Background: an optimization exercise with open tools, aiming at small area, a short achievable clock period and few clock cycles. Do not read the settings as production practice. At most, simulation tests tie the RTL to the original design; equivalence was not proved. The RTL of runs 1, 2 and 7 was laid out without a check of its function. No activity file was given, so power comes from the tool's default toggle rates.

File: flow/design.v
module ascii_line_rx (
    input  wire        clk,
    input  wire        rst,
    input  wire        in_valid,
    input  wire [7:0]  in_data,
    output wire        in_ready,
    output wire        out_valid,
    input  wire        out_ready,
    output wire        out_head,
    output wire        out_last,
    output wire [2:0]  out_status,
    output wire [7:0]  out_src,
    output wire [7:0]  out_dst,
    output wire [3:0]  out_prio,
    output wire [23:0] out_pgn,
    output wire [7:0]  out_plen,
    output wire [7:0]  out_data
);
    localparam integer LINE_CAP = 300;
    localparam integer HDR_LEN  = 24;
    localparam integer FIFO_CAP = 138;    
    localparam [7:0]   MARKER   = 8'h41;  
    localparam [7:0]   TERM     = 8'h0A;  
    function [3:0] hexval(input [7:0] c);
        begin
            if (c >= 8'h30 && c <= 8'h39)
                hexval = c[3:0];
            else if ((c >= 8'h41 && c <= 8'h46) || (c >= 8'h61 && c <= 8'h66))
                hexval = c[3:0] + 4'd9;
            else
                hexval = 4'd0;
        end
    endfunction
    reg       rdy;
    reg       av, bv;
    reg [5:0] ad, bd;
    assign in_ready = rdy;
    wire       in_fire = in_valid && rdy;
    wire [5:0] in_code = {in_data == TERM, in_data == MARKER, hexval(in_data)};
    wire       a_term = ad[5];
    wire       a_mark = ad[4];
    wire [3:0] a_hex  = ad[3:0];
    reg  [8:0]  n;         
    reg         f_nz;      
    reg         f_cap;     
    reg         f_hdr;     
    reg         f_pay;     
    reg         f_pe;      
    reg         f_po;      
    reg         mk;        
    reg  [39:0] hdr;       
    reg  [3:0]  hi;        
    reg         wv;        
    reg  [7:0]  wb;
    reg         pend;      
    reg  [1:0]  pst;       
    reg  [7:0]  pplen;     
    reg         hv;
    reg  [1:0]  h_st;
    reg  [39:0] h_hdr;
    reg  [7:0]  h_plen;
    reg  [7:0]  mem [0:FIFO_CAP-1];
    reg  [7:0]  ri;        
    reg         full;      
    wire wr_pos = !a_term && f_po && mk;
    wire wdr    = wv && !full;           
    wire block = (pend && a_term && f_nz) ||
                 (pend && !a_term && f_hdr) ||
                 (wr_pos && wv && full);
    wire proc    = av && !block;
    wire take    = proc && !a_term && f_cap;
    wire lineend = proc && a_term && f_nz;
    wire a_free  = !av || !block;
    wire hload   = pend && !hv;
    wire [7:0] plen_n = n[8:1] - 8'd12;
    wire [1:0] st_end = !mk ? 2'd1 : (!f_pay ? 2'd2 : 2'd0);
    always @(posedge clk) begin
        if (a_free)
            ad <= bv ? bd : in_code;
        if (in_fire)
            bd <= in_code;
    end
    always @(posedge clk) begin
        if (rst) begin
            av  <= 1'b0;
            bv  <= 1'b0;
            rdy <= 1'b1;
        end else begin
            if (a_free) begin
                av  <= bv || in_fire;
                bv  <= 1'b0;
                rdy <= 1'b1;
            end else begin
                bv  <= bv || in_fire;
                rdy <= !(bv || in_fire);
            end
        end
    end
    always @(posedge clk) begin
        if (take && f_hdr)
            hdr <= {hdr[35:0], a_hex};
        if (take && f_pe)
            hi <= a_hex;
        if (proc && wr_pos)
            wb <= {hi, a_hex};
        if (wdr) begin : shift
            integer i;
            for (i = FIFO_CAP - 1; i > 0; i = i - 1)
                mem[i] <= mem[i - 1];
            mem[0] <= wb;
        end
        if (lineend) begin
            pst   <= st_end;
            pplen <= (st_end == 2'd0) ? plen_n : 8'd0;
        end
        if (take && !f_nz)
            mk <= a_mark;
        if (hload) begin
            h_st   <= pst;
            h_hdr  <= hdr;
            h_plen <= pplen;
        end
    end
    reg        ov, oh, ol;
    reg  [7:0] rem;        
    reg  [7:0] dout;
    wire adv     = !ov || out_ready;        
    wire more    = ov && !ol;               
    wire ld_pay  = adv && more;
    wire ld_head = adv && !more && hv && !oh;
    always @(posedge clk) begin
        if (ld_pay)
            dout <= mem[ri];
    end
    always @(posedge clk) begin
        if (rst) begin
            n     <= 9'd0;
            f_nz  <= 1'b0;
            f_cap <= 1'b1;
            f_hdr <= 1'b0;
            f_pay <= 1'b0;
            f_pe  <= 1'b0;
            f_po  <= 1'b0;
            wv    <= 1'b0;
            ri    <= 8'hff;
            full  <= 1'b0;
            pend  <= 1'b0;
            hv    <= 1'b0;
            ov    <= 1'b0;
            oh    <= 1'b0;
            ol    <= 1'b0;
            rem   <= 8'd0;
        end else begin
            if (proc && a_term) begin
                n     <= 9'd0;
                f_nz  <= 1'b0;
                f_cap <= 1'b1;
                f_hdr <= 1'b0;
                f_pay <= 1'b0;
                f_pe  <= 1'b0;
                f_po  <= 1'b0;
            end else if (take) begin
                n     <= n + 9'd1;
                f_nz  <= 1'b1;
                f_cap <= (n < LINE_CAP - 1);
                f_hdr <= (n >= 9'd11 && n <= 9'd15) || (n >= 9'd17 && n <= 9'd21);
                f_pay <= (n >= HDR_LEN - 1);
                f_pe  <= (n >= HDR_LEN - 1) && (n < LINE_CAP - 1) && n[0];
                f_po  <= (n >= HDR_LEN - 1) && (n < LINE_CAP - 1) && !n[0];
            end
            if (proc && wr_pos)
                wv <= 1'b1;
            else if (wdr)
                wv <= 1'b0;
            case ({wdr, ld_pay})
                2'b10: begin
                    ri   <= ri + 8'd1;
                    full <= (ri == FIFO_CAP - 2);
                end
                2'b01: begin
                    ri   <= ri - 8'd1;
                    full <= 1'b0;
                end
                default: ;
            endcase
            if (lineend)
                pend <= 1'b1;
            else if (hload)
                pend <= 1'b0;
            if (hload)
                hv <= 1'b1;
            else if (ov && oh && out_ready)
                hv <= 1'b0;
            if (ld_pay) begin
                ov  <= 1'b1;
                oh  <= 1'b0;
                ol  <= (rem == 8'd1);
                rem <= rem - 8'd1;
            end else if (ld_head) begin
                ov  <= 1'b1;
                oh  <= 1'b1;
                ol  <= (h_plen == 8'd0);
                rem <= h_plen;
            end else if (adv) begin
                ov  <= 1'b0;
                oh  <= 1'b0;
            end
        end
    end
    assign out_valid  = ov;
    assign out_head   = oh;
    assign out_last   = ol;
    assign out_status = {1'b0, h_st};
    assign out_src    = h_hdr[39:32];
    assign out_dst    = h_hdr[31:24];
    assign out_prio   = h_hdr[23:20];
    assign out_pgn    = {4'd0, h_hdr[19:0]};
    assign out_plen   = h_plen;
    assign out_data   = dout;
endmodule
File: flow/run.sh
#!/bin/bash
# synth_recipe.tcl (not shown) runs the flow's synth.tcl, then flattens the netlist and writes it again
# the make line also repeats each setting of config.mk as NAME=value (left out here)
make -C /OpenROAD-flow-scripts/flow DESIGN_CONFIG=/design/flow/config.mk WORK_HOME=/design/flow/orfs CLKGATE_MAP_FILE= SYNTH_SCRIPT=/design/flow/synth_recipe.tcl finish
File: flow/config.mk
export PLATFORM = sky130hd
export DESIGN_NAME = ascii_line_rx
export DESIGN_NICKNAME = ascii_line_rx
export VERILOG_FILES = /design/flow/design.v
export SDC_FILE = /design/flow/constraint.sdc
export NUM_CORES = 4
export LEC_CHECK = 0
export CAP_MARGIN = 20
export CORE_MARGIN = 2
export CORE_UTILIZATION = 40
export GPL_ROUTABILITY_DRIVEN = 1
export PLACE_DENSITY = 0.5
export SETUP_SLACK_MARGIN = 4.3
export SLEW_MARGIN = 20
File: flow/constraint.sdc
create_clock -name core_clock -period 7.0 [get_ports {clk}]
set_input_delay 1.4000 -clock core_clock [delete_from_list [all_inputs] [get_ports {clk}]]
set_output_delay 1.4000 -clock core_clock [all_outputs]
set_load 0.01 [all_outputs]
==> impl_metrics.toml, run 1 <==
[pwr]
leakage_nw = 19.64
p_total_mw = 15.85
ir_worst_vdd_v = 0.0002634
power_density_nw_per_um2 = 264.5

[timing]
period_share = 0.4523
relSlewSlack = 0.1691
setup_violations = 0
tns_ns = 0
fmax_mhz = 315.9
period_needed_ns = 3.166
finalHoldViolCount = 0
rsz0062_at_grt = "true"
fin_worst_skew_ns = 0.04549
drv_slew = 0
worstMarginPinSlew_ns = 1.245

[floorplanning]
row_count = 126
fp.dieW_um = 349.6
core-area_um2 = 118200
dieArea_um2 = 122200
initial_core_util = 0.4041
die_h_um = 349.6
top_level_ports = 79

[place]
place_hpwl_um = 150400
placed_area_um2 = 51480
portBuffers = 73
place.gp.congestion = 1.061
placedCellCount = 4420

[worst_setup_path]
cp_common_cell = "buf_4"
path_buf_inv = 3
r2r_slack_ns = 3.83
worstPathCellList = "buf_4, nor4bb_4, buf_4, buf_4, a22oi_2, nor2_1, a221oi_1, nand3_1, nor4_4, o2111ai_1"
cpPeakStageDelay_ns = 0.39
startpoint_type = "flip-flop"
path_delay_family = "simple AND/OR/NAND/NOR gates"
critPathRequiredTime_ns = 7.51
endpoint_kind = "flip-flop"
cpMaxStageDelayCell = "dfxtp_4"
crit_path_max_fanout = 17
critPathArrivalTime_ns = 3.67
r2r_start = "ri[5]$_SDFFE_PP1P_"
path_class = "flip-flop to flip-flop"
reg2regPathDepth = 10
reg2reg_to = "dout[1]$_DFFE_PP_"

[detailed_routing]
vias_per_cell = 7.119
wl_per_cell_um = 47.09
drc_errors = 0
drt-total-wl_um = 231800
top_layer = "met5"
wl_met2_um = 95760
vias = 35047
met1_length_um = 80750
drt_first_pass_iters = 8
drt_iter0_drc = 7548
met3_length_um = 35450
antenna_left = 0

[clock_network]
cts_buffer_depth = 3
clk_latency_ns = 0.82
cts.sinks = 1278
clk_pin_slew_worst_paths_ns = 0.06
holdBufCountCts = 0
h-tree-depth = 4
clockRootBuffer = "clkbuf_16"
cts_tree = "yes"
cts_buffers = 139

[finish]
layout_common_cells = "edfxtp_1 (1,237), buf_4 (254), a22oi_1 (249)"
multi_input_area_um2 = 10660
mostFrequentLayoutCell = "edfxtp_1"
nNetsFinal = 3286
post-route-util = 0.5067
final_cells = 4923
nFillCells = 9790
stdcell_area_um2 = 59910
drive_gt1_frac = 0.2680
seq_area_um2 = 38000
area_delta_synth_final_pct = 25.38

[synthesis]
avgSynthCellArea_um2 = 17.25
syn_inst = 2770
synth_warnings = 2
synth-seq-cells = 1278
synth_edf_count = 1237
synth_ff_type = "edfxtp_1"
syn_area_um2 = 47780
yosysSeqAreaShare = 0.7945
ys_types = 76
ys_async_sr_fraction = 0

[global_routing]
grt_pass1_wl_um = 298700
antenna_found_initial = 28
grt_max_degree = 208
grt_pass1_vias = 32070
grt_overflow_total = 0
grtUsageTotal = 0.3740

[worst_hold_path]
min_to = "h_plen[7]$_DFFE_PP_"
hp-class = "flip-flop to flip-flop"
min_delay_path_depth = 0
min-delay-start = "pplen[7]$_SDFFCE_PP0P_"

[run]
maxCapViolCount = 0

[outcome]
outcome = "no timing/DRC/antenna violations"
==> cell type report <==
cell class	count	share of cell area
Timing Repair Buffer	459	0.07668
Tap cell	1536	0.03208
Multi-Input combinational cell	1353	0.1780
Clock buffer	163	0.05991
Inverter	24	0.001817
Clock inverter	80	0.01598
Antenna cell	29	0.001211
Sequential cell	1278	0.6343
Timing Repair inverter	1	0.00008353
==> worst max-delay path by stage <==
stage / slack, ns / endpoint / cells after the start / from
detailed placement: 2.40 / dout[1]$_DFFE_PP_ / 9 / ri[0]$_SDFFE_PP1P_
finish: 3.83 / dout[1]$_DFFE_PP_ / 10 / ri[5]$_SDFFE_PP1P_
global placement: 2.40 / dout[2]$_DFFE_PP_ / 10 / ri[0]$_SDFFE_PP1P_
CTS: 3.97 / dout[1]$_DFFE_PP_ / 10 / ri[5]$_SDFFE_PP1P_
global route: 3.89 / dout[7]$_DFFE_PP_ / 13 / ri[1]$_SDFFE_PP1P_
floorplan: -10.51 / mem[0][0]$_DFFE_PP_ / 2 / full$_SDFFE_PP0P_
==> synth_stat cells, types with 13 or more instances <==
master | n | share of area
nand2b_1 | 15 | 0.0020
dfxtp_1 | 41 | 0.017
a22o_1 | 64 | 0.012
a22oi_1 | 276 | 0.043
and3_1 | 29 | 0.0038
edfxtp_1 | 1237 | 0.78
nor4_1 | 48 | 0.0063
nor3_1 | 31 | 0.0032
buf_4 | 13 | 0.0020
nand3_1 | 82 | 0.0086
a21oi_1 | 60 | 0.0063
inv_1 | 24 | 0.0019
a32oi_1 | 73 | 0.013
o22ai_1 | 15 | 0.0020
nand4_1 | 75 | 0.0098
clkbuf_1 | 58 | 0.0046
a221oi_1 | 41 | 0.0075
o21ai_0 | 29 | 0.0030
nand2_1 | 60 | 0.0047
mux2i_1 | 17 | 0.0036
ha_1 | 18 | 0.0047
a32o_1 | 16 | 0.0034
nor2_1 | 179 | 0.014
a222oi_1 | 18 | 0.0038
buf_2 | 42 | 0.0044
==> state kept, by name (all words and copies together) (netlist names), 9 cells and up <==
| name | flops |
|---|---|
| mem | 1104 |
| hdr | 40 |
| h_hdr | 40 |
| n | 9 |
==> worst reg2reg max path: cells and delay by family (launching register included) <==
kind | cells | cell delay [ns]
and+or+nand+nor | 4 | 0.93
AOI/OAI and AO/OA | 3 | 0.78
buffers and inverters | 3 | 0.76
DFF | 1 | 0.39
==> per-stage QoR <==
stage,hold WS [ns],setup slack (ns)
2_1_floorplan,0.4003,-10.51
3_3_place_gp,0.4042,2.396
3_5_place_dp,0.4045,2.396
4_1_cts,0.4180,3.974
5_1_grt,0.4277,3.889
6_report,0.4162,3.834
==> power by group <==
group          total [mW]  switching (mW)  internal [mW]
combinational      0.0731          0.0476         0.0254
sequential           8.30          0.0183           8.28
clock                7.47            3.21           4.27
==> kinds of logic (layout without fill, tap and decap cells) <==
family | Yosys count | after routing | share of synthesized area
AO/OA/AOI/OAI | 662 | 662 | 0.1067
XOR/XNOR | 17 | 17 | 0.003116
adder cells (fa/ha/maj) | 18 | 18 | 0.004713
buffers and inverters | 144 | 727 | 0.01398
flip-flops | 1278 | 1278 | 0.7945
multiplexers | 29 | 29 | 0.006389
other | 1 | 34 | 0.00007848
AND/OR/NAND/NOR | 621 | 622 | 0.07046
==> metal layers <==
metal	vias to the layer above	GRT usage
li1	12629	-
met1	17750	0.4560
met2	3634	0.5192
met3	1004	0.1795
met4	30	0.2612
met5	-	0.007849
==> what timing repair did <==
item,CTS,global route
endpoints found under the hold margin,0,0
setup endpoints to repair,993,170
gates cloned,9,3
pin swaps,51,60
buffers inserted,151,67
gates resized for setup,520,127
==> inputs of run 2 (changes only) <==
--- a/flow/design.v
+++ b/flow/design.v
@@ -62,3 +62,6 @@
     reg  [7:0]  mem [0:FIFO_CAP-1];
-    reg  [7:0]  ri;        
+    localparam integer LANES  = 12;
+    localparam integer GROUPS = (FIFO_CAP + LANES) / LANES;
+    reg  [LANES-1:0]  occ_l;
+    reg  [GROUPS-1:0] occ_g;
     reg         full;      
@@ -130,5 +133,14 @@
     wire ld_head = adv && !more && hv && !oh;
+    reg [7:0] oldest;
+    always @(*) begin : rdmux
+        integer g, l;
+        oldest = 8'd0;
+        for (g = 0; g < GROUPS; g = g + 1)
+            for (l = 0; l < LANES; l = l + 1)
+                if (g * LANES + l >= 1 && g * LANES + l <= FIFO_CAP)
+                    oldest = oldest | ({8{occ_g[g] & occ_l[l]}} & mem[g * LANES + l - 1]);
+    end
     always @(posedge clk) begin
         if (ld_pay)
-            dout <= mem[ri];
+            dout <= oldest;
     end
@@ -144,3 +156,4 @@
             wv    <= 1'b0;
-            ri    <= 8'hff;
+            occ_l <= {{(LANES-1){1'b0}}, 1'b1};
+            occ_g <= {{(GROUPS-1){1'b0}}, 1'b1};
             full  <= 1'b0;
@@ -176,7 +189,11 @@
                 2'b10: begin
-                    ri   <= ri + 8'd1;
-                    full <= (ri == FIFO_CAP - 2);
+                    occ_l <= {occ_l[LANES-2:0], occ_l[LANES-1]};
+                    if (occ_l[LANES-1])
+                        occ_g <= {occ_g[GROUPS-2:0], 1'b0};
+                    full <= occ_g[(FIFO_CAP - 1) / LANES] & occ_l[(FIFO_CAP - 1) % LANES];
                 end
                 2'b01: begin
-                    ri   <= ri - 8'd1;
+                    occ_l <= {occ_l[0], occ_l[LANES-1:1]};
+                    if (occ_l[0])
+                        occ_g <= {1'b0, occ_g[GROUPS-1:1]};
                     full <= 1'b0;
--- a/flow/config.mk
+++ b/flow/config.mk
@@ -9,6 +9,8 @@
 export CORE_MARGIN = 2
-export CORE_UTILIZATION = 40
+export CORE_UTILIZATION = 50
+export CTS_BUF_LIST = sky130_fd_sc_hd__clkbuf_8
+export CTS_CLUSTER_SIZE = 30
 export GPL_ROUTABILITY_DRIVEN = 1
-export PLACE_DENSITY = 0.5
-export SETUP_SLACK_MARGIN = 4.3
+export PLACE_DENSITY = 0.6
+export SETUP_SLACK_MARGIN = 3.9
 export SLEW_MARGIN = 20
==> run 2 against run 1 <==
Effect of this change: global-route usage down 11 points; sequential power up 0.7%; clock skew up 0.0058 ns; cell count down 10%; via count down 17%; setup slack better by 0.055 ns; sequential cell count up 16; critical path depth down 3; sequential share of layout area up 7.9 points; wire length down 44%.
==> impl_metrics.toml, run 2 <==
[outcome]
outcome = "no timing/DRC/antenna violations"

[floorplanning]
fp.dieW_um = 314.2
row_count = 113
die_h_um = 314.2
core-area_um2 = 95150
top_level_ports = 79
dieArea_um2 = 98730
initial_core_util = 0.5057

[detailed_routing]
antenna_left = 0
drt_iter0_drc = 4122
vias_per_cell = 6.574
drc_errors = 0
drt-total-wl_um = 130400
wl_per_cell_um = 29.53
drt_first_pass_iters = 9
vias = 29026

[synthesis]
synth-seq-cells = 1294
syn_area_um2 = 48110
synth_most_common_cell = "edfxtp_1"
synth_commonest_cells = "edfxtp_1 (1,237), nand3_1 (245), a22oi_1 (237), a22o_1 (195), clkbuf_1 (128)"
synth_top_area_frac = 0.7720
ys_async_sr_fraction = 0
synth_area_leaders = "edfxtp_1 (77%), a22oi_1 (3.7%), a22o_1 (3.5%)"
synth_warnings = 2
synth_top_cell_by_area = "edfxtp_1"
synth_ff_type = "edfxtp_1"
syn_inst = 2865
yosysSeqAreaShare = 0.7957
synth_edf_count = 1237
avgSynthCellArea_um2 = 16.79
ys_types = 65

[worst_setup_path]
path_class = "flip-flop to flip-flop"
reg2reg_to = "dout[1]$_DFFE_PP_"
startpoint_type = "flip-flop"
r2r_slack_ns = 3.89
endpoint_kind = "flip-flop"
reg2regPathDepth = 7
crit_path_max_fanout = 41
critPathArrivalTime_ns = 3.72
r2r_start = "occ_g[1]$_SDFFE_PP0P_"
cpMaxStageDelayCell = "dfxtp_2"
critPathRequiredTime_ns = 7.61
cpPeakStageDelay_ns = 0.59
worstPathCellList = "buf_4, a22o_1, a222oi_1, o2111ai_1, a211oi_1, nand4_1, or3_1"

[clock_network]
holdBufCountCts = 0
h-tree-depth = 4
cts_buffers = 202
cts_buffer_depth = 3
clk_latency_ns = 0.89
cts_tree = "yes"
clk_pin_slew_worst_paths_ns = 0.06
cts.sinks = 1294
clockRootBuffer = "clkbuf_8"

[global_routing]
grt_max_degree = 210
grt_pass1_wl_um = 190900
grt_overflow_total = 0
grtUsageTotal = 0.2622
grt_pass1_vias = 29252
antenna_found_initial = 4

[timing]
setup_violations = 0
worstMarginPinSlew_ns = 1.126
drv_slew = 0
period_share = 0.4444
relSlewSlack = 0.2492
fmax_mhz = 321.5
fin_worst_skew_ns = 0.05132
period_needed_ns = 3.110
rsz0062_at_grt = "false"
finalHoldViolCount = 0
tns_ns = 0

[finish]
drive_gt1_frac = 0.1093
reg_top3 = "mem: 1104 flops, h_hdr: 40 flops, hdr: 40 flops"
area_delta_synth_final_pct = 11.75
mostFrequentLayoutCell = "edfxtp_1"
largest_register_ffs = 1104
max_flop_register = "mem"
layout_common_cells = "edfxtp_1 (1,237), nand3_1 (245), a22oi_1 (237)"
nFillCells = 7408
nNetsFinal = 3014
final_cells = 4415

[pwr]
ir_worst_vdd_v = 0.0001844
power_density_nw_per_um2 = 265.5
power_frac_clock = 0.412
p_total_mw = 14.27
intPower_mw = 11.21
p_sw_frac = 0.2144
leakage_nw = 17.21
comb_power_share = 0.002
p_seq_frac = 0.586
p_sw_mw = 3.061

[place]
place_hpwl_um = 73450
portBuffers = 73
place.gp.congestion = 0.8766
placedCellCount = 4043

[worst_hold_path]
min_to = "h_hdr[39]$_DFFE_PP_"
min-delay-start = "hdr[39]$_DFFE_PP_"
hp-class = "flip-flop to flip-flop"
min_delay_path_depth = 0

[run]
maxCapViolCount = 0
==> run 2: cell count changes after synthesis, sizes merged, moves of 24 or more <==
cell	delta
clkbuf	+70
a32oi	-57
buf	+24
nand2	+33
a22oi	-39
nor4	-30
nor2	-92
nand3	+160
a22o	+131
==> run 2: final cells by class <==
cell class | instances | area (µm²) | area share
well taps | 1265 | 1583 | 0.02944
multi-input cells | 1333 | 8907 | 0.1657
inverters | 28 | 135.1 | 0.002513
clock inverters | 160 | 854.6 | 0.01589
repair buffers | 130 | 1146 | 0.02131
diodes | 2 | 5.005 | 0.00009308
flip-flops and latches | 1294 | 38350 | 0.7131
clock buffers | 203 | 2794 | 0.05196
==> run 2: how the worst max path moves through the flow <==
stage                          startpoint                     end  slack [ns]  cells past startpoint
finish              occ_g[1]$_SDFFE_PP0P_       dout[1]$_DFFE_PP_        3.89                      7
global route        occ_g[1]$_SDFFE_PP0P_       dout[1]$_DFFE_PP_        3.88                      7
CTS                             out_ready   occ_g[0]$_SDFFE_PP1P_        3.88                      8
detailed placement              out_ready   occ_g[0]$_SDFFE_PP1P_        2.51                      8
global placement                out_ready   occ_g[0]$_SDFFE_PP1P_        2.63                      8
floorplan               full$_SDFFE_PP0P_  occ_g[10]$_SDFFE_PP0P_      -11.36                      7
==> run 2: worst max-delay path: cells and delay by family (launching register included) <==
kind | cells | cell delay, ns
AND/OR/NAND/NOR | 2 | 0.51
flip-flops | 1 | 0.59
AO/OA/AOI/OAI | 4 | 1.27
buffers and inverters | 1 | 0.47
==> run 2: power by group through the flow <==
stage          Combinational [mW]  Clock [mW]  Sequential, mW
2_1_floorplan              0.0245           0            8.52
3_3_place_gp               0.0325           0            8.53
3_5_place_dp               0.0343           0            8.53
4_1_cts                    0.0343        5.99            8.36
5_1_grt                    0.0387        6.32            8.36
6_report                   0.0348        5.88            8.36
==> run 2: per-stage QoR <==
| step | instance area, µm² | util | hold WS (ns) | worst slack [ns] |
|---|---|---|---|---|
| after floorplan | 48160 | - | 0.4003 | -11.36 |
| after global placement | 50070 | 0.5262 | 0.4010 | 2.629 |
| after detailed placement | 50070 | 0.5262 | 0.4045 | 2.507 |
| after CTS | 53690 | 0.5643 | 0.4079 | 3.878 |
| after global routing | 53770 | 0.5651 | 0.4213 | 3.876 |
| final | 53770 | 0.5651 | 0.4083 | 3.890 |
==> run 2: timing repair <==
item / 4_1_cts / 5_1_grt
hold endpoints to repair: 0 / 0
setup buffers: 5 / 1
gates resized for setup: 79 / 10
setup endpoints to repair: 89 / 232
==> run 2: logic make-up after synthesis <==
| family | count (synthesis) | synth area share |
|---|---|---|
| mux | 27 | 0.005799 |
| compound gates | 693 | 0.1123 |
| other cells | 1 | 0.00007794 |
| fa+ha+maj | 13 | 0.003381 |
| buf+inv | 242 | 0.02005 |
| simple gates | 582 | 0.06030 |
| xor+xnor | 13 | 0.002366 |
| flops | 1294 | 0.7957 |
==> run 2: per-layer routing <==
metal  wire (µm)  vias up  GRT usage
li1            -    12009          -
met1       52100    14713     0.3703
met2       59750     1991     0.3987
met3       14260      311    0.06370
met4        4257        2    0.09635
met5          23        -          0
==> inputs of run 3 (changes only) <==
--- a/flow/design.v
+++ b/flow/design.v
@@ -20,3 +20,3 @@
     localparam integer HDR_LEN  = 24;
-    localparam integer FIFO_CAP = 138;    
+    localparam integer FIFO_CAP = 137;    
     localparam [7:0]   MARKER   = 8'h41;  
==> run 3 against run 2 <==
Effect of this change: cell count decreased by 0.63%; clock power grew 2%; global-route usage up 1.7 points; first-iteration DRC count rose by 8.3%; hold slack better by 0.0036 ns; setup slack worse by 0.018 ns; register-to-register slack worse by 0.02 ns; area after synthesis shrank 1.6%; sequential power down 0.6%; power grew 0.26%; sequential cell count fell by 8; design area is 0.99% lower; largest cell class unchanged.
==> impl_metrics.toml, run 3 <==
[synthesis]
avgSynthCellArea_um2 = 16.86
synth_xor_area_frac = 0.002219
synth_fa_ha_area_frac = 0.003434
yosysSeqAreaShare = 0.8032
synth_ff_type = "edfxtp_1"
synth_area_leaders = "edfxtp_1 (78%), a22oi_1 (6.0%), dfxtp_1 (2.4%)"
yosys.area_share.simple = 0.05573
synth_compound_gate_area_share = 0.1110
synth_top_area_frac = 0.7791
synth_most_common_cell = "edfxtp_1"
synth_warnings = 2
synth_edf_count = 1229
synth.area.mux_share = 0.004438
ys_async_sr_fraction = 0
syn_area_um2 = 47370
synth_top_family_by_area = "compound AO/OA/AOI/OAI gates"
synth_commonest_cells = "edfxtp_1 (1,229), a22oi_1 (381), nand3_1 (228), clkbuf_1 (132), o22ai_1 (100)"
synth_top_cell_by_area = "edfxtp_1"
syn_inst = 2810
ys_types = 61
synth-seq-cells = 1286

[worst_setup_path]
worstPathCellList = "buf_4, buf_4, a22oi_1, a21oi_1, a2111oi_0, nand3_1, or4_1"
startpoint_type = "flip-flop"
crit_path_max_fanout = 32
path_class = "flip-flop to flip-flop"
cpPeakStageDelay_ns = 0.60
critPathArrivalTime_ns = 3.70
critPathRequiredTime_ns = 7.57
cp_common_cell = "buf_4"
cpMaxStageDelayCell = "a2111oi_0"
endpoint_kind = "flip-flop"

[floorplanning]
die_h_um = 311.8
row_count = 112
initial_core_util = 0.5060
dieArea_um2 = 97210
core-area_um2 = 93610
top_level_ports = 79
fp.dieW_um = 311.8

[global_routing]
grt_max_degree = 209
grt_pass1_wl_um = 198300
antenna_found_initial = 3
grt_overflow_total = 0
grt_pass1_vias = 28921
grtUsageTotal = 0.2797

[clock_network]
cts_buffer_depth = 3
holdBufCountCts = 0
clk_pin_slew_worst_paths_ns = 0.06
cts_tree = "yes"
cts.sinks = 1286
h-tree-depth = 4
clockRootBuffer = "clkbuf_8"
cts_buffers = 197
clk_latency_ns = 0.86

[detailed_routing]
antenna_left = 0
drt_iter0_drc = 4465
vias = 29455
drt-total-wl_um = 138600
wl_per_cell_um = 31.59
vias_per_cell = 6.714
drt_first_pass_iters = 6
drc_errors = 0

[finish]
largest_register_ffs = 1096
layout_common_cells = "edfxtp_1 (1,229), a22oi_1 (381), nand3_1 (228)"
max_flop_register = "mem"
area_delta_synth_final_pct = 12.39
post-route-util = 0.5687
nNetsFinal = 2980
mostFrequentLayoutCell = "edfxtp_1"
nFillCells = 7417
drive_gt1_frac = 0.1197
reg_top3 = "mem: 1096 flops, h_hdr: 40 flops, hdr: 40 flops"

[place]
portBuffers = 73
place_hpwl_um = 78020
place.gp.congestion = 0.8758

[worst_hold_path]
hp-class = "flip-flop to flip-flop"

[timing]
worstMarginPinSlew_ns = 1.238
fin_worst_skew_ns = 0.03242
period_needed_ns = 3.129
rsz0062_at_grt = "false"
period_share = 0.4469
tns_ns = 0
finalHoldViolCount = 0
fmax_mhz = 319.6
setup_violations = 0
drv_slew = 0
relSlewSlack = 0.1746

[pwr]
ir_worst_vdd_v = 0.0001669
leakage_nw = 16.29
power_density_nw_per_um2 = 268.8

[run]
maxCapViolCount = 0

[outcome]
outcome = "no timing/DRC/antenna violations"
==> run 3: report_power, final <==
part	internal (mW)	switching [mW]	leakage [nW]
logic	0.0140	0.0226	2.66
registers	8.30	0.00614	11.5
clock network	3.00	2.97	2.09
total	11.3	3.00	16.3
==> run 3: timing repair <==
item,4_1_cts,5_1_grt
gates resized for setup,70,2
buffers inserted,4,0
setup endpoints to repair,92,4
==> run 3: cells by family (layout without fill, tap and decap cells) <==
family          count (synthesis)  in the layout
compound gates                730            730
xor+xnor                       12             12
fa+ha+maj                      13             13
buf+inv                       239            550
flops                        1286           1286
mux                            20             20
other cells                     1             13
simple gates                  509            509
==> run 3: layer usage <==
layer | routed length [µm] | part of all wire | GRT usage | up-vias
li1 | - | - | - | 11917
met1 | 53300 | 0.38 | 0.3950 | 14890
met2 | 62170 | 0.45 | 0.4141 | 2304
met3 | 17830 | 0.13 | 0.07534 | 342
met4 | 5279 | 0.038 | 0.1136 | 2
met5 | 12 | 0.000087 | 0 | -
==> run 3: worst paths after layout <==
path | start | end | slack, ns | cells after the start
setup / recovery | occ_l[5]$_SDFFE_PP0P_ | dout[1]$_DFFE_PP_ | 3.87 | 7
hold reg to reg | hi[0]$_DFFE_PP_ | wb[4]$_DFFE_PP_ | 0.41 | 0
hold / removal | hi[0]$_DFFE_PP_ | wb[4]$_DFFE_PP_ | 0.41 | 0
setup reg to reg | occ_l[5]$_SDFFE_PP0P_ | dout[1]$_DFFE_PP_ | 3.87 | 7
==> run 3: layout make-up <==
cell class	count	area (µm²)	share of cell area
sequential	1286	38100	0.7156
clock inverter	163	888.4	0.01669
timing repair buffer	141	1242	0.02334
tap	1254	1569	0.02947
clock buffer	206	2835	0.05326
multi-input combinational	1289	8421	0.1582
antenna	8	20.02	0.0003760
inverter	40	166.4	0.003126
==> run 3: critical path, delay by kind of cell, from the launching register on <==
kind	cells	cell delay, ns
buffers and inverters	2	0.71
flip-flops	1	0.47
AND/OR/NAND/NOR	2	0.63
AO/OA/AOI/OAI	3	0.99
==> run 3: per-stage QoR <==
step / worst slack, ns / power [mW] / cells / cell area [µm²] / hold WS [ns]
detailed placement: 2.348 / 8.508 / 4005 / 49490 / 0.4045
finish: 3.871 / 14.31 / 4387 / 53240 / 0.4119
CTS: 3.908 / 14.41 / 4378 / 53180 / 0.4169
global placement: 2.458 / 8.506 / 4005 / 49490 / 0.4010
global route: 3.901 / 14.76 / 4381 / 53220 / 0.4202
floorplan: -11.24 / 8.496 / 2814 / 47410 / 0.4003
Testbench counts of run 3, summed over its fixed seeds: cycles 29,874.
==> inputs of run 4 (changes only) <==
--- a/flow/config.mk
+++ b/flow/config.mk
@@ -10,3 +10,4 @@
 export CORE_UTILIZATION = 50
-export CTS_BUF_LIST = sky130_fd_sc_hd__clkbuf_8
+export CTS_BUF_LIST = sky130_fd_sc_hd__clkbuf_16
+export CTS_CLUSTER_DIAMETER = 80
 export CTS_CLUSTER_SIZE = 30
@@ -14,3 +15,4 @@
 export PLACE_DENSITY = 0.6
-export SETUP_SLACK_MARGIN = 3.9
+export SETUP_SLACK_MARGIN = 4.4
 export SLEW_MARGIN = 20
+export TNS_END_PERCENT = 0
==> run 4 against run 3 <==
Effect of this change: still clean on timing, DRC and antenna; via count down 2.8%; setup slack better by 0.26 ns; clock skew down 0.0064 ns; sequential power about the same.
==> impl_metrics.toml, run 4 <==
[pwr]
p_sw_frac = 0.1969
p_sw_mw = 2.413
intPower_mw = 9.843
p_seq_frac = 0.677
leakage_nw = 15.19
power_density_nw_per_um2 = 237.4
comb_power_share = 0.003
p_total_mw = 12.26
ir_worst_vdd_v = 0.0001798
power_frac_clock = 0.320

[synthesis]
synth_ff_type = "edfxtp_1"
ys_types = 61
synth_top_cell_by_area = "edfxtp_1"
syn_area_um2 = 47370
avgSynthCellArea_um2 = 16.86
synth_warnings = 2
synth_edf_count = 1229
synth_most_common_cell = "edfxtp_1"
synth_area_leaders = "edfxtp_1 (78%), a22oi_1 (6.0%), dfxtp_1 (2.4%)"
synth_top_area_frac = 0.7791
yosysSeqAreaShare = 0.8032
ys_async_sr_fraction = 0
synth_commonest_cells = "edfxtp_1 (1,229), a22oi_1 (381), nand3_1 (228), clkbuf_1 (132), o22ai_1 (100)"
syn_inst = 2810
synth-seq-cells = 1286

[place]
place_hpwl_um = 77940
portBuffers = 73
place.gp.congestion = 0.8944
placedCellCount = 4003

[floorplanning]
dieArea_um2 = 97210
top_level_ports = 79
initial_core_util = 0.5060
core-area_um2 = 93610
die_h_um = 311.8
row_count = 112
fp.dieW_um = 311.8

[timing]
period_share = 0.4101
worstMarginPinSlew_ns = 1.099
finalHoldViolCount = 0
setup_violations = 0
relSlewSlack = 0.2674
rsz0062_at_grt = "true"
fmax_mhz = 348.3
fin_worst_skew_ns = 0.02606
period_needed_ns = 2.871
drv_slew = 0
tns_ns = 0

[finish]
largest_register_ffs = 1096
layout_common_cells = "edfxtp_1 (1,229), a22oi_1 (381), nand3_1 (228)"
final_cells = 4112
nNetsFinal = 2856
reg_top3 = "mem: 1096 flops, h_hdr: 40 flops, hdr: 40 flops"
seq_area_um2 = 38100
max_flop_register = "mem"
mostFrequentLayoutCell = "edfxtp_1"
drive_gt1_frac = 0.08015
area_delta_synth_final_pct = 9.010
multi_input_area_um2 = 8472
nFillCells = 7406

[outcome]
outcome = "no timing/DRC/antenna violations"

[detailed_routing]
drt_iter0_drc = 4787
drt-total-wl_um = 137400
antenna_left = 0
wl_per_cell_um = 33.41
drc_errors = 0
vias_per_cell = 6.960
vias = 28618
drt_first_pass_iters = 10

[global_routing]
grt_pass1_vias = 27426
top_usage_layer = "met2"
grt.met2_usage = 0.4092
use_met1 = 0.3976
grt_pass1_wl_um = 194200
use_met3 = 0.06389
grt_overflow_total = 0
antenna_found_initial = 1
grt_max_degree = 159
grtUsageTotal = 0.2734

[clock_network]
clockRootBuffer = "clkbuf_16"
cts_tree = "yes"
cts.sinks = 1286
cts_buffer_depth = 3
clk_pin_slew_worst_paths_ns = 0.12
cts_buffers = 53
clk_latency_ns = 0.69
h-tree-depth = 2

[worst_setup_path]
cp_common_cell = "or4_1"
cpMaxStageDelayCell = "dfxtp_4"
path_delay_family = "simple AND/OR/NAND/NOR gates"
critPathRequiredTime_ns = 7.44
critPathArrivalTime_ns = 3.31
endpoint_kind = "flip-flop"
cpPeakStageDelay_ns = 0.48
path_buf_inv = 2
path_class = "flip-flop to flip-flop"
worstPathCellList = "buf_12, clkinv_4, o22ai_1, or4_1, or4_1, or4b_1"
startpoint_type = "flip-flop"
crit_path_max_fanout = 48

[run]
maxCapViolCount = 0

[worst_hold_path]
hp-class = "flip-flop to flip-flop"
[run 4: layer usage]
layer  wire length [µm]  share of wire  up-vias
met5                 58        0.00042        -
met4               5604          0.041        2
met3              17240           0.13      339
met2              61430           0.45     2151
met1              53050           0.39    14587
li1                   -              -    11539
[run 4: area by class of cell]
class	count	area share
sequential	1286	0.7379
tap	1254	0.03039
inverter	40	0.003780
antenna	1	0.00004846
multi-input combinational	1289	0.1641
clock buffer	53	0.02569
clock inverter	28	0.005816
timing repair inverter	1	0.00009693
timing repair buffer	160	0.03218
[run 4: per-stage QoR]
stage                 util  area, µm²  worst slack, ns  hold slack (ns)
floorplan                -      47410           -11.24           0.4003
global placement    0.5283      49450            3.071           0.4028
detailed placement  0.5283      49450            3.035           0.4045
CTS                 0.5484      51340            4.140           0.4290
global route        0.5516      51630            4.118           0.4356
finish              0.5516      51640            4.129           0.4278
[run 4: final timing paths]
check	from	to	slack, ns	cells past startpoint
setup / recovery	occ_l[10]$_SDFFE_PP0P_	dout[0]$_DFFE_PP_	4.13	6
hold / removal	hi[3]$_DFFE_PP_	wb[7]$_DFFE_PP_	0.43	0
setup reg to reg	occ_l[10]$_SDFFE_PP0P_	dout[0]$_DFFE_PP_	4.13	6
hold reg to reg	hi[3]$_DFFE_PP_	wb[7]$_DFFE_PP_	0.43	0
[run 4: cells by family (layout without fill, tap and decap cells)]
kind of cell             count (synthesis)  after routing  synth area share
AO/OA/AOI/OAI                          730            730            0.1110
AND/OR/NAND/NOR                        509            509           0.05573
multiplexers                            20             20          0.004438
other                                    1              6        0.00007917
XOR/XNOR                                12             12          0.002219
adder cells (fa/ha/maj)                 13             13          0.003434
buffers and inverters                  239            282           0.01989
flip-flops                            1286           1286            0.8032
[run 4: repair_timing]
item | in CTS | in global routing
pin swaps | 0 | 1
hold buffers | 0 | 0
resized for setup | 125 | 60
setup endpoints to repair | 822 | 827
buffers inserted | 13 | 9
cloned | 1 | 4
[run 4: power by group through the flow]
stage          Sequential [mW]  Clock (mW)  Combinational (mW)
2_1_floorplan             8.47           0              0.0242
3_3_place_gp              8.47           0              0.0346
3_5_place_dp              8.47           0              0.0369
4_1_cts                   8.30        3.98              0.0368
5_1_grt                   8.30        4.22              0.0411
6_report                  8.29        3.92              0.0374
==> inputs of run 5 (changes only) <==
--- a/flow/design.v
+++ b/flow/design.v
@@ -20,3 +20,3 @@
     localparam integer HDR_LEN  = 24;
-    localparam integer FIFO_CAP = 137;    
+    localparam integer FIFO_CAP = 136;    
     localparam [7:0]   MARKER   = 8'h41;  
@@ -67,4 +67,4 @@
     reg         full;      
+    reg         wdr;       
     wire wr_pos = !a_term && f_po && mk;
-    wire wdr    = wv && !full;           
     wire block = (pend && a_term && f_nz) ||
@@ -126,9 +126,2 @@
     end
-    reg        ov, oh, ol;
-    reg  [7:0] rem;        
-    reg  [7:0] dout;
-    wire adv     = !ov || out_ready;        
-    wire more    = ov && !ol;               
-    wire ld_pay  = adv && more;
-    wire ld_head = adv && !more && hv && !oh;
     reg [7:0] oldest;
@@ -142,5 +135,36 @@
     end
-    always @(posedge clk) begin
-        if (ld_pay)
-            dout <= oldest;
+    wire empty = occ_g[0] & occ_l[0];
+    reg        fv;         
+    reg  [7:0] fd;
+    reg  [7:0] rem;        
+    reg        hsent;      
+    reg        ov, oh, ol;
+    reg  [7:0] od;
+    reg        sv, sh, sl;
+    reg  [7:0] sd;
+    wire g_pay  = (rem != 8'd0) && fv;
+    wire g_head = (rem == 8'd0) && hv && !hsent;
+    wire uv     = !sv && (g_pay || g_head);     
+    wire uh     = !g_pay;
+    wire ul     = g_pay ? (rem == 8'd1) : (h_plen == 8'd0);
+    wire f_pop  = !sv && g_pay;
+    wire f_ld   = (!fv || f_pop) && !empty;     
+    wire rd     = f_ld;
+    wire o_take = !ov || out_ready;
+    wire wv_nx   = (proc && wr_pos) || (wv && !wdr);
+    wire full_nx = (wdr && !rd) ? (occ_g[(FIFO_CAP - 1) / LANES] & occ_l[(FIFO_CAP - 1) % LANES]) :
+                   (!wdr && rd) ? 1'b0 : full;
+    always @(posedge clk) begin
+        if (f_ld)
+            fd <= oldest;
+        if (o_take) begin
+            oh <= sv ? sh : uh;
+            ol <= sv ? sl : ul;
+            od <= sv ? sd : fd;
+        end
+        if (!o_take && uv) begin
+            sh <= uh;
+            sl <= ul;
+            sd <= fd;
+        end
     end
@@ -156,2 +180,3 @@
             wv    <= 1'b0;
+            wdr   <= 1'b0;
             occ_l <= {{(LANES-1){1'b0}}, 1'b1};
@@ -161,6 +186,7 @@
             hv    <= 1'b0;
+            hsent <= 1'b0;
+            fv    <= 1'b0;
+            rem   <= 8'd0;
             ov    <= 1'b0;
-            oh    <= 1'b0;
-            ol    <= 1'b0;
-            rem   <= 8'd0;
+            sv    <= 1'b0;
         end else begin
@@ -183,7 +209,6 @@
             end
-            if (proc && wr_pos)
-                wv <= 1'b1;
-            else if (wdr)
-                wv <= 1'b0;
-            case ({wdr, ld_pay})
+            wv   <= wv_nx;
+            full <= full_nx;
+            wdr  <= wv_nx && !full_nx;
+            case ({wdr, rd})
                 2'b10: begin
@@ -192,3 +217,2 @@
                         occ_g <= {occ_g[GROUPS-2:0], 1'b0};
-                    full <= occ_g[(FIFO_CAP - 1) / LANES] & occ_l[(FIFO_CAP - 1) % LANES];
                 end
@@ -198,3 +222,2 @@
                         occ_g <= {1'b0, occ_g[GROUPS-1:1]};
-                    full <= 1'b0;
                 end
@@ -210,15 +233,21 @@
                 hv <= 1'b0;
-            if (ld_pay) begin
-                ov  <= 1'b1;
-                oh  <= 1'b0;
-                ol  <= (rem == 8'd1);
-                rem <= rem - 8'd1;
-            end else if (ld_head) begin
-                ov  <= 1'b1;
-                oh  <= 1'b1;
-                ol  <= (h_plen == 8'd0);
-                rem <= h_plen;
-            end else if (adv) begin
-                ov  <= 1'b0;
-                oh  <= 1'b0;
+            if (f_ld)
+                fv <= 1'b1;
+            else if (f_pop)
+                fv <= 1'b0;
+            if (uv) begin
+                if (g_pay)
+                    rem <= rem - 8'd1;
+                else
+                    rem <= h_plen;
+            end
+            if (uv && g_head)
+                hsent <= 1'b1;
+            else if (ov && oh && out_ready)
+                hsent <= 1'b0;
+            if (o_take) begin
+                ov <= sv || uv;
+                sv <= 1'b0;
+            end else if (uv) begin
+                sv <= 1'b1;
             end
@@ -235,3 +264,3 @@
     assign out_plen   = h_plen;
-    assign out_data   = dout;
+    assign out_data   = od;
 endmodule
--- a/flow/config.mk
+++ b/flow/config.mk
@@ -9,8 +9,8 @@
 export CORE_MARGIN = 2
-export CORE_UTILIZATION = 50
+export CORE_UTILIZATION = 65
 export CTS_BUF_LIST = sky130_fd_sc_hd__clkbuf_16
 export CTS_CLUSTER_DIAMETER = 80
-export CTS_CLUSTER_SIZE = 30
+export CTS_CLUSTER_SIZE = 24
 export GPL_ROUTABILITY_DRIVEN = 1
-export PLACE_DENSITY = 0.6
+export PLACE_DENSITY = 0.75
 export SETUP_SLACK_MARGIN = 4.4
==> run 5 against run 4 <==
Effect of this change: count of clock-buffer cells in the layout up 8; sequential power grew 9.0%; still clean; core utilization is 16 points higher; largest power group unchanged.
==> impl_metrics.toml, run 5 <==
[finish]
stdcell_area_um2 = 51760
mostFrequentLayoutCell = "edfxtp_1"
antenna_cells = 0
area_delta_synth_final_pct = 7.802
multi_input_area_um2 = 8698
nFillCells = 4555
max_flop_register = "mem"
seq_area_um2 = 38510
largest_register_ffs = 1088
drive_gt1_frac = 0.08106
reg_top3 = "mem: 1088 flops, h_hdr: 40 flops, hdr: 40 flops"
nNetsFinal = 2898
layout_common_cells = "edfxtp_1 (1,241), a22oi_1 (374), nand3_1 (228)"

[floorplanning]
initial_core_util = 0.6570
top_level_ports = 79
dieArea_um2 = 76060
fp.dieW_um = 275.8
core-area_um2 = 73080
die_h_um = 275.8
row_count = 99

[detailed_routing]
antenna_left = 0
drc_errors = 0
drt_first_pass_iters = 10
met3_length_um = 20350
wl_met2_um = 57880
vias_per_cell = 7.539
top_layer = "met4"
vias = 29087
drt-total-wl_um = 129700
wl_per_cell_um = 33.61
drt_iter0_drc = 5804
met1_length_um = 44730

[synthesis]
synth-seq-cells = 1300
synth_area_leaders = "edfxtp_1 (78%), a22oi_1 (5.9%), dfxtp_1 (2.5%)"
synth_edf_count = 1241
synth_most_common_cell = "edfxtp_1"
synth_top_area_frac = 0.7761
synth_top_cell_by_area = "edfxtp_1"
yosysSeqAreaShare = 0.8007
ys_async_sr_fraction = 0
avgSynthCellArea_um2 = 16.81
syn_inst = 2856
syn_area_um2 = 48020
synth_commonest_cells = "edfxtp_1 (1,241), a22oi_1 (376), nand3_1 (228), clkbuf_1 (113), o22ai_1 (109)"
synth_ff_type = "edfxtp_1"
ys_types = 64
synth_warnings = 2

[worst_setup_path]
cpPeakStageDelay_ns = 0.56
worstPathCellList = "buf_6, a22oi_1, o22ai_1, nor4_1, nand3_1, or3_1"
r2r_slack_ns = 4.19
worst-path-stages = 6
critPathArrivalTime_ns = 3.20
path_class = "flip-flop to flip-flop"
path_buf_inv = 1
endpoint_kind = "flip-flop"
cpMaxStageDelayCell = "dfxtp_4"
crit_path_max_fanout = 39
path_delay_family = "simple AND/OR/NAND/NOR gates"
startpoint_type = "flip-flop"
critPathRequiredTime_ns = 7.39
reg2regPathDepth = 6

[clock_network]
cts.sinks = 1300
h-tree-depth = 2
cts_tree = "yes"
cts_buffers = 60
clockRootBuffer = "clkbuf_16"
clk_pin_slew_worst_paths_ns = 0.10
clk_latency_ns = 0.68
cts_buffer_depth = 3

[global_routing]
antenna_found_initial = 0
grtUsageTotal = 0.3378
grt_max_degree = 103
grt_pass1_wl_um = 185600
grt_pass1_vias = 28176
grt_overflow_total = 0

[pwr]
comb_power_share = 0.310
leakage_nw = 13.47
p_sw_frac = 0.3605
intPower_mw = 11.97
power_frac_clock = 0.207
p_seq_frac = 0.483
power_density_nw_per_um2 = 361.5
ir_worst_vdd_v = 0.0003048
p_sw_mw = 6.745

[outcome]
outcome = "no timing/DRC/antenna violations"

[timing]
period_share = 0.4018
drv_slew = 0
setup_violations = 0
worstMarginPinSlew_ns = 0.9833
fin_worst_skew_ns = 0.02742
fmax_mhz = 355.6
finalHoldViolCount = 0
tns_ns = 0
rsz0062_at_grt = "true"
period_needed_ns = 2.812
relSlewSlack = 0.3445

[worst_hold_path]
min_delay_path_depth = 0
hp-class = "flip-flop to flip-flop"

[place]
portBuffers = 73
place.gp.congestion = 0.9301
placed_area_um2 = 49580
place_hpwl_um = 75110

[run]
maxCapViolCount = 0
-- run 5: cell count changes after synthesis, moves of 9 or more --
cell,before,now
edfxtp_1,1229,1241
mux2_2,8,19
buf_2,6,28
nor4_1,41,52
clkbuf_1,132,113
o22ai_1,100,109
or4_1,12,3
-- run 5: per-stage QoR --
stage               utilization  setup WS (ns)  hold WS (ns)  cells  power, mW
global route             0.7083          4.175        0.4366   3858      19.09
finish                   0.7083          4.188        0.4235   3858      18.71
CTS                      0.7037          4.106        0.4218   3835      18.25
global placement         0.6783          3.259        0.4013   3738      14.27
floorplan                     -         -2.430        0.4003   2860      12.17
detailed placement       0.6783          3.202        0.4045   3738      14.36
-- run 5: cells by family (layout without fill, tap and decap cells) --
family	after synthesis	count (layout)	synth area share
DFF	1300	1300	0.8007
AOI/OAI and AO/OA	728	729	0.1088
and+or+nand+nor	520	520	0.05618
buffers and inverters	248	286	0.02105
muxes	32	32	0.007166
adders and majority gates	14	14	0.003648
xor gates and xnor gates	13	13	0.002371
other	1	5	0.00007810
-- run 5: routing by layer --
metal / vias up / track usage
met2: 2700 / 0.5013
met1: 14221 / 0.4710
met3: 484 / 0.1032
met5: - / 0
li1: 11682 / -
met4: 0 / 0.1463
-- run 5: layout make-up --
type                    count  area share
clock buffers              61     0.02949
clock inverters            28    0.002369
inverters                  41    0.003771
multi-input cells        1313      0.1680
flip-flops and latches   1300      0.7439
well taps                 959     0.02318
repair buffers            156     0.02925
-- run 5: final timing paths --
| path | to | from |
|---|---|---|
| setup / recovery | fd[7]$_DFFE_PP_ | occ_l[2]$_SDFFE_PP0P_ |
| hold reg to reg | h_hdr[36]$_DFFE_PP_ | hdr[36]$_DFFE_PP_ |
| hold / removal | h_hdr[36]$_DFFE_PP_ | hdr[36]$_DFFE_PP_ |
| setup reg to reg | fd[7]$_DFFE_PP_ | occ_l[2]$_SDFFE_PP0P_ |
-- run 5: timing repair --
action	in CTS	in global routing
cloned	2	1
endpoints found under the setup margin	686	727
buffers inserted	6	22
hold buffers	0	0
pin swaps	1	0
resized for setup	106	59
-- run 5: worst register-to-register path: stages, from the launching register on --
cell,delay (ns)
dfxtp_4,0.56
buf_6,0.42
a22oi_1,0.34
o22ai_1,0.16
nor4_1,0.43
nand3_1,0.12
or3_1,0.50
-- run 5: power by group through the flow --
stage / sequential (mW) / clock [mW] / combinational, mW
floorplan: 8.74 / 0 / 3.42
global placement: 9.19 / 0 / 5.07
detailed placement: 9.20 / 0 / 5.16
CTS: 9.00 / 3.90 / 5.36
global route: 9.03 / 4.14 / 5.92
finish: 9.04 / 3.87 / 5.80
Testbench counts of run 5, summed over its fixed seeds: cycles 29,874.
==> inputs of run 6 (changes only) <==
--- a/flow/config.mk
+++ b/flow/config.mk
@@ -9,3 +9,3 @@
 export CORE_MARGIN = 2
-export CORE_UTILIZATION = 65
+export CORE_UTILIZATION = 50
 export CTS_BUF_LIST = sky130_fd_sc_hd__clkbuf_16
@@ -14,3 +14,3 @@
 export GPL_ROUTABILITY_DRIVEN = 1
-export PLACE_DENSITY = 0.75
+export PLACE_DENSITY = 0.6
 export SETUP_SLACK_MARGIN = 4.4
==> run 6 against run 5 <==
Effect of this change: sequential share of layout area down 1.2 points; hold slack lost 0.0072 ns; critical path type unchanged; still clean on timing, DRC and antenna; largest cell class unchanged; wire length is 7.9% higher; sequential power rose by 1%; die area up 30%; highest routed layer is now met5; clock skew up 0.00076 ns; power up 3.6%; sequential cell count unchanged; area after synthesis unchanged; non-clock buffer count unchanged.
==> impl_metrics.toml, run 6 <==
[outcome]
outcome = "no timing/DRC/antenna violations"

[global_routing]
use_met1 = 0.3979
grt_overflow_total = 0
antenna_found_initial = 2
grt_pass1_wl_um = 199700
top_usage_layer = "met2"
use_met3 = 0.06498
grtUsageTotal = 0.2800
grt_pass1_vias = 28281
grt_max_degree = 195
grt.met2_usage = 0.4253

[place]
place.gp.congestion = 0.9292
place_hpwl_um = 80600
portBuffers = 73
placedCellCount = 4048

[timing]
period_needed_ns = 2.802
fmax_mhz = 356.9
worstMarginPinSlew_ns = 1.189
period_share = 0.4003
drv_slew = 0
relSlewSlack = 0.2073
rsz0062_at_grt = "true"
finalHoldViolCount = 0
fin_worst_skew_ns = 0.02819
setup_violations = 0
tns_ns = 0

[finish]
largest_register_ffs = 1088
nNetsFinal = 2905
layout_common_cells = "edfxtp_1 (1,241), a22oi_1 (375), nand3_1 (228)"
reg_top3 = "mem: 1088 flops, h_hdr: 40 flops, hdr: 40 flops"
antenna_cells = 0
seq_area_um2 = 38510
multi_input_area_um2 = 8710
nFillCells = 7347
mostFrequentLayoutCell = "edfxtp_1"
max_flop_register = "mem"
area_delta_synth_final_pct = 9.527
drive_gt1_frac = 0.08557
final_cells = 4175

[synthesis]
syn_area_um2 = 48020
avgSynthCellArea_um2 = 16.81
synth_area_leaders = "edfxtp_1 (78%), a22oi_1 (5.9%), dfxtp_1 (2.5%)"
synth_ff_type = "edfxtp_1"
syn_inst = 2856
synth_most_common_cell = "edfxtp_1"
ys_async_sr_fraction = 0
synth_top_cell_by_area = "edfxtp_1"
synth_top_area_frac = 0.7761
synth_warnings = 2
ys_types = 64
synth_commonest_cells = "edfxtp_1 (1,241), a22oi_1 (376), nand3_1 (228), clkbuf_1 (113), o22ai_1 (109)"
synth-seq-cells = 1300
yosysSeqAreaShare = 0.8007
synth_edf_count = 1241

[floorplanning]
initial_core_util = 0.5046
fp.dieW_um = 313.9
top_level_ports = 79
dieArea_um2 = 98530
die_h_um = 313.9
core-area_um2 = 95150
row_count = 113

[worst_setup_path]
r2r_start = "occ_l[0]$_SDFFE_PP1P_"
path_class = "flip-flop to flip-flop"
crit_path_max_fanout = 45
reg2regPathDepth = 6
crit_start = "occ_l[0]$_SDFFE_PP1P_"
path_buf_inv = 1
r2r_slack_ns = 4.20
reg2reg_to = "fd[1]$_DFFE_PP_"
path_delay_family = "simple AND/OR/NAND/NOR gates"
endpoint_kind = "flip-flop"
cpPeakStageDelay_ns = 0.69
cpMaxStageDelayCell = "or4_1"
critPathArrivalTime_ns = 3.16
startpoint_type = "flip-flop"
critPathRequiredTime_ns = 7.35
worstPathCellList = "buf_12, a222oi_1, o21ai_0, nor3_1, o2111ai_1, or4_1"

[detailed_routing]
drc_errors = 0
vias = 29094
antenna_left = 0
vias_per_cell = 6.969
drt-total-wl_um = 139900
wl_per_cell_um = 33.51
drt_first_pass_iters = 10
drt_iter0_drc = 5164

[clock_network]
clk_pin_slew_worst_paths_ns = 0.10
cts_buffers = 66
cts_tree = "yes"
h-tree-depth = 3
cts.sinks = 1300
clk_latency_ns = 0.65
cts_buffer_depth = 3
clockRootBuffer = "clkbuf_16"

[pwr]
power_density_nw_per_um2 = 368.7
intPower_mw = 12.33
power_frac_clock = 0.223
p_sw_frac = 0.3643
ir_worst_vdd_v = 0.0002610
comb_power_share = 0.306
p_seq_frac = 0.471
leakage_nw = 13.62
p_sw_mw = 7.063

[run]
maxCapViolCount = 0

[worst_hold_path]
hp-class = "flip-flop to flip-flop"
min_delay_path_depth = 0
min-delay-start = "pst[1]$_DFFE_PP_"
min_to = "h_st[1]$_DFFE_PP_"
-- run 6: power by group through the flow --
stage	Clock, mW	Combinational [mW]	Sequential, mW
final	4.32	5.93	9.14
after global routing	4.63	6.10	9.12
after CTS	4.39	5.61	9.13
after detailed placement	0	5.25	9.37
after global placement	0	5.23	9.37
after floorplan	0	3.42	8.74
-- run 6: metal layers --
metal / routed length [µm] / up-vias / part of all wire
met5: 12 / - / 0.000086
met4: 6036 / 2 / 0.043
met3: 17640 / 381 / 0.13
met1: 53310 / 14767 / 0.38
li1: - / 11706 / -
met2: 62920 / 2238 / 0.45
-- run 6: cell families after synthesis --
| kind of cell | Yosys count | share of synthesized area |
|---|---|---|
| buffers and inverters | 248 | 0.02105 |
| XOR/XNOR | 13 | 0.002371 |
| other | 1 | 0.00007810 |
| flip-flops | 1300 | 0.8007 |
| multiplexers | 32 | 0.007166 |
| adder cells (fa/ha/maj) | 14 | 0.003648 |
| AND/OR/NAND/NOR | 520 | 0.05618 |
| AO/OA/AOI/OAI | 728 | 0.1088 |
-- run 6: worst max-delay path by stage --
stage	to	depth (start not counted)
finish	fd[1]$_DFFE_PP_	6
global route	fd[1]$_DFFE_PP_	6
CTS	out_data[3]	1
detailed placement	occ_g[0]$_SDFFE_PP1P_	8
global placement	occ_g[0]$_SDFFE_PP1P_	8
floorplan	occ_l[1]$_SDFFE_PP0P_	6
-- run 6: metrics by stage --
step	hold slack [ns]	cell area (µm²)	setup slack, ns	utilization	power (mW)
floorplan	0.4003	48060	-2.430	-	12.17
global placement	0.4007	50050	3.200	0.5260	14.60
detailed placement	0.4056	50050	3.141	0.5260	14.62
CTS	0.4280	52420	4.232	0.5509	19.12
global route	0.4312	52590	4.191	0.5527	19.85
finish	0.4162	52590	4.198	0.5527	19.39
-- run 6: cell type report --
cell class,instances,area share
clock buffers,71,0.03378
clock inverters,28,0.003545
inverters,41,0.003902
multi-input cells,1314,0.1656
flip-flops and latches,1300,0.7322
well taps,1265,0.03010
repair buffers,156,0.03083
-- run 6: timing repair --
| action | in CTS | in global routing |
|---|---|---|
| hold buffers | 0 | 0 |
| resized for setup | 144 | 19 |
| endpoints found under the setup margin | 703 | 543 |
| buffers inserted | 19 | 6 |
| pin swaps | 1 | 0 |
| cloned | 3 | 0 |
==> inputs of run 7 (changes only) <==
--- a/flow/design.v
+++ b/flow/design.v
@@ -35,9 +35,8 @@
     reg       av, bv;
-    reg [5:0] ad, bd;
+    reg [7:0] ad, bd;
     assign in_ready = rdy;
     wire       in_fire = in_valid && rdy;
-    wire [5:0] in_code = {in_data == TERM, in_data == MARKER, hexval(in_data)};
-    wire       a_term = ad[5];
-    wire       a_mark = ad[4];
-    wire [3:0] a_hex  = ad[3:0];
+    wire       a_term = (ad == TERM);
+    wire       a_mark = (ad == MARKER);
+    wire [3:0] a_hex  = hexval(ad);
     reg  [8:0]  n;         
@@ -66,2 +65,4 @@
     reg  [GROUPS-1:0] occ_g;
+    reg  [LANES-1:0]  occ_ln;
+    reg  [GROUPS-1:0] occ_gn;
     reg         full;      
@@ -81,5 +82,5 @@
         if (a_free)
-            ad <= bv ? bd : in_code;
+            ad <= bv ? bd : in_data;
         if (in_fire)
-            bd <= in_code;
+            bd <= in_data;
     end
@@ -133,3 +134,4 @@
                 if (g * LANES + l >= 1 && g * LANES + l <= FIFO_CAP)
-                    oldest = oldest | ({8{occ_g[g] & occ_l[l]}} & mem[g * LANES + l - 1]);
+                    oldest = oldest | {{4{~(occ_gn[g] | occ_ln[l])}} & mem[g * LANES + l - 1][7:4],
+                                       {4{occ_g[g] & occ_l[l]}} & mem[g * LANES + l - 1][3:0]};
     end
@@ -183,2 +185,4 @@
             occ_g <= {{(GROUPS-1){1'b0}}, 1'b1};
+            occ_ln <= ~{{(LANES-1){1'b0}}, 1'b1};
+            occ_gn <= ~{{(GROUPS-1){1'b0}}, 1'b1};
             full  <= 1'b0;
@@ -215,4 +219,7 @@
                     occ_l <= {occ_l[LANES-2:0], occ_l[LANES-1]};
+                    occ_ln <= {occ_ln[LANES-2:0], occ_ln[LANES-1]};
                     if (occ_l[LANES-1])
                         occ_g <= {occ_g[GROUPS-2:0], 1'b0};
+                    if (!occ_ln[LANES-1])
+                        occ_gn <= {occ_gn[GROUPS-2:0], 1'b1};
                 end
@@ -220,4 +227,7 @@
                     occ_l <= {occ_l[0], occ_l[LANES-1:1]};
+                    occ_ln <= {occ_ln[0], occ_ln[LANES-1:1]};
                     if (occ_l[0])
                         occ_g <= {1'b0, occ_g[GROUPS-1:1]};
+                    if (!occ_ln[0])
+                        occ_gn <= {1'b1, occ_gn[GROUPS-1:1]};
                 end
==> run 7 against run 6 <==
Effect of this change: sequential power is 6.5% lower; power is 35% lower; sequential share of layout area is 0.71 points lower; count of clock-buffer cells in the layout is 10 lower; synthesized cell count is 4.7% higher; global-route usage is 1.4 points lower; wire length is 1.2% lower; critical path depth is 1 higher.
==> impl_metrics.toml, run 7 <==
[synthesis]
synth_warnings = 2
syn_area_um2 = 49560
synth_most_common_cell = "edfxtp_1"
avgSynthCellArea_um2 = 16.57
synth-seq-cells = 1328
synth_top_cell_by_area = "edfxtp_1"
synth_edf_count = 1245
ys_types = 76
yosysSeqAreaShare = 0.7879
syn_inst = 2991
synth_ff_type = "edfxtp_1"
synth_commonest_cells = "edfxtp_1 (1,245), a22oi_1 (319), nor2_1 (162), clkbuf_1 (135), nand3_1 (104)"
ys_async_sr_fraction = 0
synth_area_leaders = "edfxtp_1 (75%), a22oi_1 (4.8%), dfxtp_1 (3.4%)"
synth_top_area_frac = 0.7543

[finish]
max_flop_register = "mem"
reg_top3 = "mem: 1088 flops, h_hdr: 40 flops, hdr: 40 flops"
nNetsFinal = 3059
area_delta_synth_final_pct = 8.737
stdcell_area_um2 = 53890
final_cells = 4374
largest_register_ffs = 1088
post-route-util = 0.5484
drive_gt1_frac = 0.07812
mostFrequentLayoutCell = "edfxtp_1"
layout_common_cells = "edfxtp_1 (1,245), a22oi_1 (319), nor2_1 (161)"

[global_routing]
grt_max_degree = 199
antenna_found_initial = 3
top_usage_layer = "met2"
grt_pass1_vias = 28815
grt_overflow_total = 0
grt_pass1_wl_um = 198700
use_met1 = 0.3678
grt.met2_usage = 0.4266
grtUsageTotal = 0.2655
use_met3 = 0.04128

[worst_hold_path]
min-delay-start = "hi[2]$_DFFE_PP_"
min_delay_path_depth = 0
hp-class = "flip-flop to flip-flop"
min_to = "wb[6]$_DFFE_PP_"

[clock_network]
clk_pin_slew_worst_paths_ns = 0.10
cts.sinks = 1328
clk_latency_ns = 0.70
cts_tree = "yes"
h-tree-depth = 2
cts_buffers = 61
cts_buffer_depth = 3
clockRootBuffer = "clkbuf_16"

[pwr]
leakage_nw = 14.32
ir_worst_vdd_v = 0.0001973
power_density_nw_per_um2 = 233.9

[floorplanning]
row_count = 115
top_level_ports = 79
core-area_um2 = 98280
fp.dieW_um = 318.8
initial_core_util = 0.5043
dieArea_um2 = 101700
die_h_um = 318.8

[detailed_routing]
drc_errors = 0
drt_first_pass_iters = 6
antenna_left = 0
drt-total-wl_um = 138200
drt_iter0_drc = 4492
vias_per_cell = 6.714
vias = 29365
wl_per_cell_um = 31.59

[timing]
period_needed_ns = 3.033
relSlewSlack = 0.2324
finalHoldViolCount = 0
setup_violations = 0
worstMarginPinSlew_ns = 1.151
fin_ws_ns = 3.967
rsz0062_at_grt = "true"
period_share = 0.4333
fmax_mhz = 329.7
drv_slew = 0
fin_worst_skew_ns = 0.03939
worst_hold_slack_ns = 0.4109

[worst_setup_path]
reg2regPathDepth = 7
crit_path_max_fanout = 12
critPathRequiredTime_ns = 7.30
critPathArrivalTime_ns = 3.34
r2r_start = "occ_ln[0]$_SDFFE_PP0P_"
path_class = "flip-flop to flip-flop"
startpoint_type = "flip-flop"
endpoint_kind = "flip-flop"
reg2reg_to = "fd[6]$_DFFE_PP_"
r2r_slack_ns = 3.97

[place]
portBuffers = 73
place.gp.congestion = 0.9114
place_hpwl_um = 84410
placedCellCount = 4242
placed_area_um2 = 51820
place_ws_ns = 2.995

[run]
maxCapViolCount = 0

[outcome]
outcome = "no timing/DRC/antenna violations"
run 7: changes by cell type after synthesis, sizes merged, moves of 36 or more:
cell,previous run,this run
a22oi,378,319
a22o,11,87
nor2,78,162
o22ai,109,51
nand3,228,104
o21ai,14,50
buf,94,57
nor2b,5,53
run 7: kinds of logic after synthesis:
family                     synth area share
muxes                               0.01098
and+or+nand+nor                     0.05721
adders and majority gates          0.003534
xor gates and xnor gates           0.002121
other                            0.00007566
DFF                                  0.7879
AOI/OAI and AO/OA                    0.1186
buffers and inverters               0.01962
run 7: layout make-up:
cell class | instances | area, µm²
well taps | 1287 | 1610
diodes | 2 | 5.005
clock buffers | 61 | 1526
repair buffers | 167 | 1550
inverters | 52 | 215.2
clock inverters | 54 | 231.5
fillers | 7800 | 44380
multi-input cells | 1423 | 9673
flip-flops and latches | 1328 | 39080
run 7: metrics by stage:
step / setup TNS, ns / total power, mW
4_1_cts: 0 / 12.68
2_1_floorplan: -1416.04 / 8.751
6_report: 0 / 12.60
3_3_place_gp: 0 / 8.766
5_1_grt: 0 / 12.95
3_5_place_dp: 0 / 8.767
run 7: layer usage:
metal / part of all wire / up-vias
met1: 0.39 / 15064
li1: - / 12152
met2: 0.47 / 1783
met5: 0.000094 / -
met4: 0.045 / 2
met3: 0.094 / 364
run 7: worst max-delay path by stage:
stage               cells past startpoint                       to                   start
finish                                  7          fd[6]$_DFFE_PP_  occ_ln[0]$_SDFFE_PP0P_
global route                           11    occ_g[9]$_SDFFE_PP0P_     rem[3]$_SDFFE_PP0P_
CTS                                     7          fd[2]$_DFFE_PP_   occ_l[8]$_SDFFE_PP0P_
detailed placement                     10  occ_gn[11]$_SDFFE_PP1P_     rem[3]$_SDFFE_PP0P_
global placement                       10  occ_gn[11]$_SDFFE_PP1P_     rem[3]$_SDFFE_PP0P_
floorplan                               7    occ_g[6]$_SDFFE_PP0P_          wdr$_SDFF_PP0_
run 7: worst max-delay path, stage by stage (launching register included):
cell and delay, ns:
dfxtp_1 0.35, inv_1 0.40, buf_4 0.41, a22oi_1 0.20, o22ai_1 0.10, or4_1 0.50
nor4_1 0.30, nand4_1 0.36
run 7: timing repair:
item	CTS	global route
gates cloned	3	1
pin swaps	3	1
hold buffers	0	0
gates resized for setup	124	3
setup buffers	10	0
endpoints found under the setup margin	810	754
run 7: where the power goes:
| part | internal [mW] | switching, mW | total [mW] |
|---|---|---|---|
| Sequential | 8.54 | 0.00576 | 8.55 |
| Combinational | 0.0145 | 0.0245 | 0.0390 |
| Clock | 1.62 | 2.40 | 4.02 |

==> afterwards: timing with drivers on the ports <==
How much do the figures lean on ideal ports? The routed layouts below were timed once more, with nothing changed but the port constraints. Step 1 (the two cells are an assumption about what drives the block):
set clk [get_ports {clk}]
set_driving_cell -lib_cell sky130_fd_sc_hd__clkbuf_16 $clk
set_driving_cell -lib_cell sky130_fd_sc_hd__buf_2 [delete_from_list [all_inputs] $clk]
Step 2 also shifts input and output timing later by t, the mid clock arrival at the registers, as if the neighbouring blocks saw the same clock. Three values: ideal, step 1, step 2; two values: the first two.
run | t (ns) | slack for setup (ns) | worst hold slack (ns)
run 1 | 0.869 | 3.834 / 3.834 / 3.543 | 0.416 / 0.416 / 0.416
run 2 | 0.944 | 3.890 / 3.890 / 3.094 | 0.408 / 0.408 / 0.408
run 3 | 0.907 | 3.871 / 3.871 / 3.189 | 0.412 / 0.412 / 0.412
run 4 | 0.748 | 4.129 / 4.129 / 3.491 | 0.428 / 0.428 / 0.428
run 5 | 0.739 | 4.188 / 4.155 / 3.527 | 0.423 / 0.423 / 0.423
run 6 | 0.715 | 4.198 / 4.194 / 3.552 | 0.416 / 0.416 / 0.416
run 7 | 0.752 | 3.967 / 3.967 / 3.615 | 0.411 / 0.411 / 0.411
After both steps every run listed still meets setup and hold. The setup slack of run 2, which loses most, moves by 0.000 ns with the drivers and by -0.796 ns with both steps.
